This design comes from an exercise in tuning for small area, a short achievable clock period and few clock cycles per item on the open sky130 flow, not from production work. Power and IR drop assume default switching activity. The clock port is modelled as an ideal driver; clocking choices that lean on that would not hold on a real chip.

Setup of before:
==> flow/design.v (excerpt) <==
module rle_plane_enc (
    input  wire       clk,
    input  wire       rst,
    input  wire       in_valid,
    output reg        in_ready,
    input  wire [7:0] in_data,
    input  wire       in_last,
    output reg        out_valid,
    input  wire       out_ready,
    output reg  [7:0] out_data,
    output reg        out_last
);
Settings: LEC_CHECK=0, CAP_MARGIN=20, CORE_MARGIN=2, CORE_UTILIZATION=60, SLEW_MARGIN=20; clock period 10.0 ns.
standard.sh (not shown) runs the stock make flow with config.mk's settings and CLKGATE_MAP_FILE= SYNTH_SCRIPT=/design/flow/synth_recipe.tcl, a recipe that flattens the netlist after the stock synthesis.
==> flow/flow/run.sh <==
#!/bin/bash
# Standard ORFS layout (the standard.sh, standard synthesis unchanged),
# with timing repair aiming for 7 ns of setup slack at the 10 ns clock and
# clock tree synthesis with larger sink clusters and no dummy loads.
set -euo pipefail
bash standard.sh SETUP_SLACK_MARGIN=7 \
  "CTS_ARGS=-sink_clustering_enable -repair_clock_nets -dont_use_dummy_load -sink_clustering_size 30 -sink_clustering_max_diameter 120 -buf_list sky130_fd_sc_hd__clkbuf_16" \
  finish > flow.log 2>&1
The inputs of after differ from those of before as listed below.
-- flow/design.v --
<<< before, line 13
    localparam integer N  = 128;    
    localparam integer PW = 7;      
    localparam integer M  = 4;      
    localparam [1:0] K_RUN = 2'd0, K_SOS = 2'd1, K_NEXT = 2'd2;
    reg [7:0] wd0, wd1, wd2, wd3, wd4;
>>> after, line 13
    localparam integer N  = 128;    
    localparam integer PW = 7;      
    localparam integer M  = 8;      
    localparam [1:0] K_RUN = 2'd0, K_SOS = 2'd1, K_NEXT = 2'd2;
    reg [7:0] wd0, wd1, wd2, wd3, wd4;
<<< before, line 161
    end endgenerate
    wire [4:0] wv_n = (adv ? {1'b0, wv[4:1]} : wv) | ld;
    wire [1:0] rq_n_n = rq_n + {1'b0, rq_push} - {1'b0, write};
    wire [2:0] hq_n_n = hq_n + {2'b0, adv && push} - {2'b0, hdr_go};
    wire       cpop   = hdr_go || (take_out && !head_lit && rb);
    wire [3:0] cq_n_n = cq_n + {3'b0, adv && cpush} - {3'b0, cpop};
    wire out_room = !out_valid || out_ready;      
    wire oq_empty = (oq_n == 2'd0);
>>> after, line 161
    end endgenerate
    wire [4:0] wv_n = (adv ? {1'b0, wv[4:1]} : wv) | ld;
    wire       rq_inc = rq_push && !write;
    wire       rq_dec = write && !rq_push;
    wire [1:0] rq_n_n = rq_inc ? rq_n + 2'd1 : rq_dec ? rq_n - 2'd1 : rq_n;
    wire       hq_inc = adv && push && !hdr_go;
    wire       hq_dec = hdr_go && !(adv && push);
    wire [2:0] hq_n_n = hq_inc ? hq_n + 3'd1 : hq_dec ? hq_n - 3'd1 : hq_n;
    wire       cpop   = hdr_go || (take_out && !head_lit && rb);
    wire       cq_inc = adv && cpush && !cpop;
    wire       cq_dec = cpop && !(adv && cpush);
    wire [3:0] cq_n_n = cq_inc ? cq_n + 4'd1 : cq_dec ? cq_n - 4'd1 : cq_n;
    wire out_room = !out_valid || out_ready;      
    wire oq_empty = (oq_n == 2'd0);
<<< before, line 172
    wire [1:0] oq_n_n = oq_n + {1'b0, oq_push} - {1'b0, o_load_q};
    reg  [8:0] o_hold;           
    wire [8:0] o_next = o_load_q ? oq[oq_rp] :
                        o_load_d ? {olast, odat} : o_hold;
    always @(posedge clk) begin
        if (ld[0]) begin wd0 <= in_data; wl0 <= in_last; we0 <= in_eq; end
>>> after, line 178
    wire [1:0] oq_n_n = oq_n + {1'b0, oq_push} - {1'b0, o_load_q};
    reg  [8:0] o_hold;           
    wire [8:0] o_new  = o_load_q ? oq[oq_rp] : {olast, odat};
    wire [8:0] o_next = (o_load_q || o_load_d) ? o_new : o_hold;
    always @(posedge clk) begin
        if (ld[0]) begin wd0 <= in_data; wl0 <= in_last; we0 <= in_eq; end
<<< before, line 194
        if (oq_push) oq[oq_wp] <= {olast, odat};
        {out_last, out_data} <= o_next;
        o_hold <= o_next;
        if (rst) begin
            wv       <= 5'd0;
>>> after, line 200
        if (oq_push) oq[oq_wp] <= {olast, odat};
        {out_last, out_data} <= o_next;
        if (o_load_q || o_load_d) o_hold <= o_new;
        if (rst) begin
            wv       <= 5'd0;
<<< before, line 277
            if (hdr_go) hq_rp <= hq_rp + 2'd1;
            hq_n    <= hq_n_n;
            hq_full <= (hq_n_n == FD);
            rq_n    <= rq_n_n;
            if (adv && cpush) cq_wp <= cq_wp + 3'd1;
            if (cpop) cq_rp <= cq_rp + 3'd1;
            cq_n    <= cq_n_n;
            cq_full <= (cq_n_n == CD);
            if (take_out && !head_lit) rb <= !rb;
            rq_room <= (rq_n_n != 2'd2);
            ptr <= (ptr == N-1) ? {PW{1'b0}} : ptr + 1'b1;
            if (ptr == N-1) clr <= 1'b0;
>>> after, line 283
            if (hdr_go) hq_rp <= hq_rp + 2'd1;
            hq_n    <= hq_n_n;
            hq_full <= hq_inc ? (hq_n == FD-1) : (hq_full && !hq_dec);
            rq_n    <= rq_n_n;
            if (adv && cpush) cq_wp <= cq_wp + 3'd1;
            if (cpop) cq_rp <= cq_rp + 3'd1;
            cq_n    <= cq_n_n;
            cq_full <= cq_inc ? (cq_n == CD-1) : (cq_full && !cq_dec);
            if (take_out && !head_lit) rb <= !rb;
            rq_room <= rq_inc ? (rq_n == 2'd0) : (rq_room || rq_dec);
            ptr <= (ptr == N-1) ? {PW{1'b0}} : ptr + 1'b1;
            if (ptr == N-1) clr <= 1'b0;
Highest achievable clock rate up 2.2% in after wrt before. Looking at power density normalized to cell area across before and after, the one that comes out higher is after. Layout overhead on the synthesized area: lower on after. Taking before as the reference point, the clock period minus final worst setup slack of after falls by 0.071 ns. For after, the launching element of the worst setup path was wl2$_DFFE_PP_, unlike before, where it was wl0$_DFFE_PP_. after: logic gate share of total power 0.2 points above before. Sequential share of layout area was lower in the run labelled after.
No run of this note included a check of the RTL's function; only the layout flow was run.

-- re-timing with driven ports --
Ports are ideal in the flow. The routed layouts listed here were re-timed in OpenROAD. Step 1 (the two cells are an assumption about what drives the block):
set clk [get_ports {clk}]
set_driving_cell -lib_cell sky130_fd_sc_hd__clkbuf_16 $clk
set_driving_cell -lib_cell sky130_fd_sc_hd__buf_2 [delete_from_list [all_inputs] $clk]
Step 2 also shifts input and output timing later by t, the mid clock arrival at the registers, as if the neighbouring blocks saw the same clock. Three values: ideal ports, drivers, drivers and shift; two values: the first two.
run | shift t [ns] | setup slack, ns | slew at the worst register clock pin (ns) | worst slew at a driven data input, ns
before | 0.665 | 6.725 / 6.725 / 6.293 | 0.12 / 0.12 | 0.04
after | 0.676 | 6.795 / 6.745 / 6.233 | 0.11 / 0.11 | 0.04
After both steps setup and hold are still met in every run listed. For after, which loses most, drivers alone change the setup slack by -0.050 ns; drivers and shift together by -0.562 ns.
